Background: an optimization exercise with open tools, aiming at small area, a short achievable clock period and few clock cycles. Do not read the settings as production practice. The RTL was checked by simulation tests, not by an equivalence proof against the original design. Power and IR drop assume default switching activity.

Setup of v58:
## wire_codec
module wire_codec (
    input  wire        clk,
    input  wire        rst,             
    input  wire        start,
    input  wire [2:0]  start_op,
    input  wire [7:0]  start_n,         
    input  wire [15:0] start_cmd,       
    input  wire [7:0]  start_addr,      
    input  wire [7:0]  start_crc,       
    output wire        busy,
    input  wire        in_valid,
    input  wire [7:0]  in_data,
    output wire        in_ready,
    output reg         out_valid,
    output reg  [7:0]  out_data,
    input  wire        out_ready,
    output wire        done,
    output wire [15:0] status,
    output wire [7:0]  res_crc,
    output wire [7:0]  res_len
);
export LEC_CHECK = 0
export CAP_MARGIN = 20
export CORE_MARGIN = 2
export CORE_UTILIZATION = 30
export SETUP_SLACK_MARGIN = 3.0
export SLEW_MARGIN = 20
export TNS_END_PERCENT = 5
create_clock -name core_clock -period 5.0 [get_ports {clk}]
standard.sh (not shown) runs the stock make flow with config.mk's settings and CLKGATE_MAP_FILE= SYNTH_SCRIPT=/design/flow/synth_recipe.tcl, a recipe that flattens the netlist after the stock synthesis.
==> flow/flow/run.sh <==
#!/bin/bash
# Standard layout, with the port buffers made from buf_2 cells instead of the smallest buffer.
set -euo pipefail
export BUFFER_PORTS_ARGS="-buffer_cell sky130_fd_sc_hd__buf_2"
bash standard.sh > standard_flow.log 2>&1
v58: full flow OK, the timing, DRC and antenna checks passed
Testbench counts of v58, summed over its fixed seeds: cycles 29,678.
Setup changes, v58 to v52
- CTS_BUF_LIST now sky130_fd_sc_hd__clkbuf_8, previously not set
- SETUP_SLACK_MARGIN now 2.5, was 3.0
- CORE_UTILIZATION now 22, was 30
- TNS_END_PERCENT now 0, was 5
Results
- v52 completed every stage of the flow, and the final layout passed the timing, DRC and antenna checks.
- Delta(area added between synthesis and finish, v52 - v58) < 0
- When v52 is measured against v58, its relative slew slack turns out 3.3 points higher.
- Diff v58 -> v52: first-pass GRT wire length went up; setup slack of the critical path after layout went down; logic depth of the worst path, buffers included went up; die outline width went up; net switching power of the design went down.
- Area: v52 vs v58 -> v52 smaller
The inputs of v50 differ from those of v52 as listed below.
- CORE_UTILIZATION: 22 -> 30
- SETUP_SLACK_MARGIN: 2.5 -> 2.8
==> summary.txt <==
Hold slack delta (v50 − v52): unfavourable. Summary of the comparison: maximum single-stage delay on the critical path is lower in v50, relative to v52. v50 reports its highest-delay cell along the critical path as sky130_fd_sc_hd__a21o_1 while v52 reports sky130_fd_sc_hd__ha_4. v50: full flow OK, the timing, DRC and antenna checks passed. First-pass GRT wire length: v50 vs v52 down 4.7%. v50 -> v52: cell count after synthesis delta 0, exact match. Of v52 and v50, the run reporting the lower die extent in y was v50.

## JK
wire_codec, a different RTL version from the one above (not shown whole).
==> flow/design.v (excerpt) <==
module wire_codec (
    input  wire        clk,
    input  wire        rst,             
    input  wire        start,
    input  wire [2:0]  start_op,
    input  wire [7:0]  start_n,         
    input  wire [15:0] start_cmd,       
    input  wire [7:0]  start_addr,      
    input  wire [7:0]  start_crc,       
    output reg         busy,
    input  wire        in_valid,
    input  wire [7:0]  in_data,
    output reg         in_ready,
    output reg         out_valid,
    output reg  [7:0]  out_data,
    input  wire        out_ready,
    output reg         done,
    output wire [15:0] status,
    output wire [7:0]  res_crc,
    output wire [7:0]  res_len
);
==> flow/config.mk <==
export PLATFORM = sky130hd
export DESIGN_NAME = wire_codec
export DESIGN_NICKNAME = wire_codec
export VERILOG_FILES = /design/flow/design.v
export SDC_FILE = /design/flow/constraint.sdc
export NUM_CORES = 4
export LEC_CHECK = 0
export CAP_MARGIN = 20
export CORE_MARGIN = 2
export CORE_UTILIZATION = 45
export SETUP_SLACK_MARGIN = 3.0
export SLEW_MARGIN = 20
export TNS_END_PERCENT = 0
==> flow/constraint.sdc <==
create_clock -name core_clock -period 5.0 [get_ports {clk}]
set_input_delay 1.0000 -clock core_clock [delete_from_list [all_inputs] [get_ports {clk}]]
set_output_delay 1.0000 -clock core_clock [all_outputs]
set_load 0.01 [all_outputs]
==> flow/flow/run.sh <==
#!/bin/bash
# Standard layout, with the port buffers made from buf_4 cells instead of the smallest buffer.
set -euo pipefail
export BUFFER_PORTS_ARGS="-buffer_cell sky130_fd_sc_hd__buf_4"
bash standard.sh > standard_flow.log 2>&1
The flow did not stop early for JK: all stages ran, and the layout cleared the timing, DRC and antenna checks.
Testbench counts of JK, summed over its fixed seeds: cycles 31,410.
The following lists how MS was set up differently from JK:
Settings: changing CORE_UTILIZATION from 45 to 30; changing TNS_END_PERCENT from 0 to 5; changing SETUP_SLACK_MARGIN from 3.0 to 3.3.
--- outcome ---
The lower fill cell instance count of the final layout of JK and MS is in JK. Clock skew: JK vs MS, no meaningful difference. Run comparison: MS critical-path cell with the highest stage delay sky130_fd_sc_hd__nor4_4; JK critical-path cell with the highest stage delay sky130_fd_sc_hd__nor4_2. Compared JK against MS; clock transition time at the flip-flop clock pins of the worst setup and hold paths within noise. Going from JK to MS, wire length on met2 barely changed, total power divided by cell area saw a decrease, total number of placement rows +9. For the share of power burned in combinational logic, MS came in 1.1 points higher than JK did. Reported for JK and MS, synthesized-area fraction occupied by ao, oa, aoi and oai cells turned out identical to the last digit. Looking at global-route usage across JK and MS, the one that comes out higher is JK.

== P ==
RTL: one of the versions met above, not the one the previous note started from.
Size: ~590 cells after synthesis, about 100 I/O pins.
// wire_codec
module wire_codec (
    input  wire        clk,
    input  wire        rst,             
    input  wire        start,
    input  wire [2:0]  start_op,
    input  wire [7:0]  start_n,         
    input  wire [15:0] start_cmd,       
    input  wire [7:0]  start_addr,      
    input  wire [7:0]  start_crc,       
    output wire        busy,
    input  wire        in_valid,
    input  wire [7:0]  in_data,
    output wire        in_ready,
    output reg         out_valid,
    output reg  [7:0]  out_data,
    input  wire        out_ready,
    output wire        done,
    output wire [15:0] status,
    output wire [7:0]  res_crc,
    output wire [7:0]  res_len
);
==> flow/config.mk <==
export PLATFORM = sky130hd
export DESIGN_NAME = wire_codec
export DESIGN_NICKNAME = wire_codec
export VERILOG_FILES = /design/flow/design.v
export SDC_FILE = /design/flow/constraint.sdc
export NUM_CORES = 4
export LEC_CHECK = 0
export CAP_MARGIN = 20
export CORE_MARGIN = 2
export CORE_UTILIZATION = 30
export CTS_BUF_LIST = sky130_fd_sc_hd__clkbuf_8
export PLACE_DENSITY = 0.85
export SETUP_SLACK_MARGIN = 2.5
export SLEW_MARGIN = 20
export TNS_END_PERCENT = 0
==> flow/constraint.sdc <==
create_clock -name core_clock -period 5.0 [get_ports {clk}]
set_input_delay 1.0000 -clock core_clock [delete_from_list [all_inputs] [get_ports {clk}]]
set_output_delay 1.0000 -clock core_clock [all_outputs]
set_load 0.01 [all_outputs]
==> flow/flow/run.sh <==
#!/bin/bash
# Standard layout, with the port buffers made from buf_2 cells instead of the smallest buffer.
set -euo pipefail
export BUFFER_PORTS_ARGS="-buffer_cell sky130_fd_sc_hd__buf_2"
bash standard.sh > standard_flow.log 2>&1
P finished every step from synthesis to the final layout, and the layout passed the timing, DRC and antenna checks.
Testbench counts of P, summed over its fixed seeds: cycles 29,678.
--- input diff P..Q ---
Settings: PLACE_DENSITY no longer set, was 0.85; CORE_UTILIZATION now 35, was 30.
[summary]
P went all the way through synthesis, placement and routing and the layout is clean on timing, DRC and antenna.
Q finished end to end and its layout was clean on timing, DRC and antenna.
From P to Q the numbers moved as follows: global-route usage over all layers increased by 2.7 points relative to the old numbers, fmax increased by 13 MHz relative to the old numbers, met1 wire length increased by 560 um relative to the old numbers.
diff inputs: Q => R
Settings: SETUP_SLACK_MARGIN now 3.0, was 2.5; CTS_BUF_LIST no longer set, was sky130_fd_sc_hd__clkbuf_8; CORE_UTILIZATION now 30, was 35.
### Flow results
- Going from Q to R, vertical die dimension went up 9.7 um, fraction of met2 tracks used by global routing went down 3.8 points.
- Of R and Q, the run reporting the lower overall power of the completed layout was Q.
- The standard cells in R occupy more silicon area than those in Q do.
- R ends up with a HPWL reported at the end of detailed placement that is about 0.7% lower than in Q.
- Higher setup slack was reported by R, not Q.
- Final critical delay including setup and external delays: R vs Q down 0.045 ns
- Summary — signed area change from the synthesized netlist to the final layout, R relative to Q: higher, by 3.8 points.
[inputs] S vs R
Settings: an added CTS_BUF_LIST of sky130_fd_sc_hd__clkbuf_8.
==> flow/flow/run.sh <==
#!/bin/bash
# Standard layout, with the port buffers made from buf_1 cells instead of the smallest buffer.
set -euo pipefail
export BUFFER_PORTS_ARGS="-buffer_cell sky130_fd_sc_hd__buf_1"
bash standard.sh > standard_flow.log 2>&1
==> summary.txt <==
S ended with more non-clock buffer count than R. Diff R and S: instance area after placement lower in S. Relative to R, the post-route clock period utilization of S is higher by 0.35 points. Post-route cell area for S is lower than for R. S: slew at the pin closest to its max-slew limit higher than R. | routability congestion estimate from global placement | lower: R |. S vs. R: worst setup slack shrank by 0.018 ns; sequential power share went up; cell total after placement now sits at about the same level. Against R, post-cts gate resize count in S fell by a few percent.
For T, these inputs were changed with respect to S:
Settings: changing CORE_UTILIZATION from 30 to 40; removing CTS_BUF_LIST (formerly sky130_fd_sc_hd__clkbuf_8).
==> flow/flow/run.sh <==
#!/bin/bash
# Standard layout, with the port buffers made from buf_2 cells instead of the smallest buffer.
set -euo pipefail
export BUFFER_PORTS_ARGS="-buffer_cell sky130_fd_sc_hd__buf_2"
bash standard.sh > standard_flow.log 2>&1
Diff S -> T: area inside the core boundary fell by 4400 um^2, wire length reported by the detailed router lower, global placer's final weighted congestion has decreased, hold slack fell 0.0037 ns, core utilization now sits higher. No run among S and T stopped early or left any final violation; all are clean. T against S: power per cell area saw an increase; internal power of the cells went up 170 uW; post-placement worst setup slack shows an increase of 0.074 ns.

-- separate check: timing with driven ports --
No port has a modelled driver above. Below, the same layouts with a new extraction and two added sets of constraints. Step 1 (the two cells are an assumption about what drives the block):
set clk [get_ports {clk}]
set_driving_cell -lib_cell sky130_fd_sc_hd__clkbuf_16 $clk
set_driving_cell -lib_cell sky130_fd_sc_hd__buf_2 [delete_from_list [all_inputs] $clk]
Step 2 times the ports against the registers' clock, not the clock port: input delays grow and output delays shrink by t, the midpoint of the rising clock arrivals with the driver on. a / b / c = ideal / step 1 / step 2; a / b = the first two.
run	t (ns)	setup WS [ns]	slew at the worst register clock pin (ns)
v58	0.378	2.583 / 2.540 / 2.253	0.06 / 0.06
v52	0.405	2.499 / 2.486 / 2.099	0.08 / 0.08
v50	0.399	2.549 / 2.509 / 2.160	0.09 / 0.09
JK	0.382	2.554 / 2.549 / 2.168	0.06 / 0.06
MS	0.390	2.626 / 2.619 / 2.229	0.07 / 0.07
P	0.395	2.423 / 2.437 / 2.042	0.08 / 0.08
Q	0.396	2.508 / 2.489 / 2.137	0.09 / 0.09
R	0.389	2.553 / 2.512 / 2.195	0.06 / 0.06
S	0.399	2.535 / 2.504 / 2.140	0.09 / 0.09
T	0.374	2.550 / 2.508 / 2.189	0.06 / 0.06
After both steps setup and hold are still met in every run listed. The setup slack of v52, which loses most, moves by -0.013 ns with the drivers and by -0.400 ns with both steps.
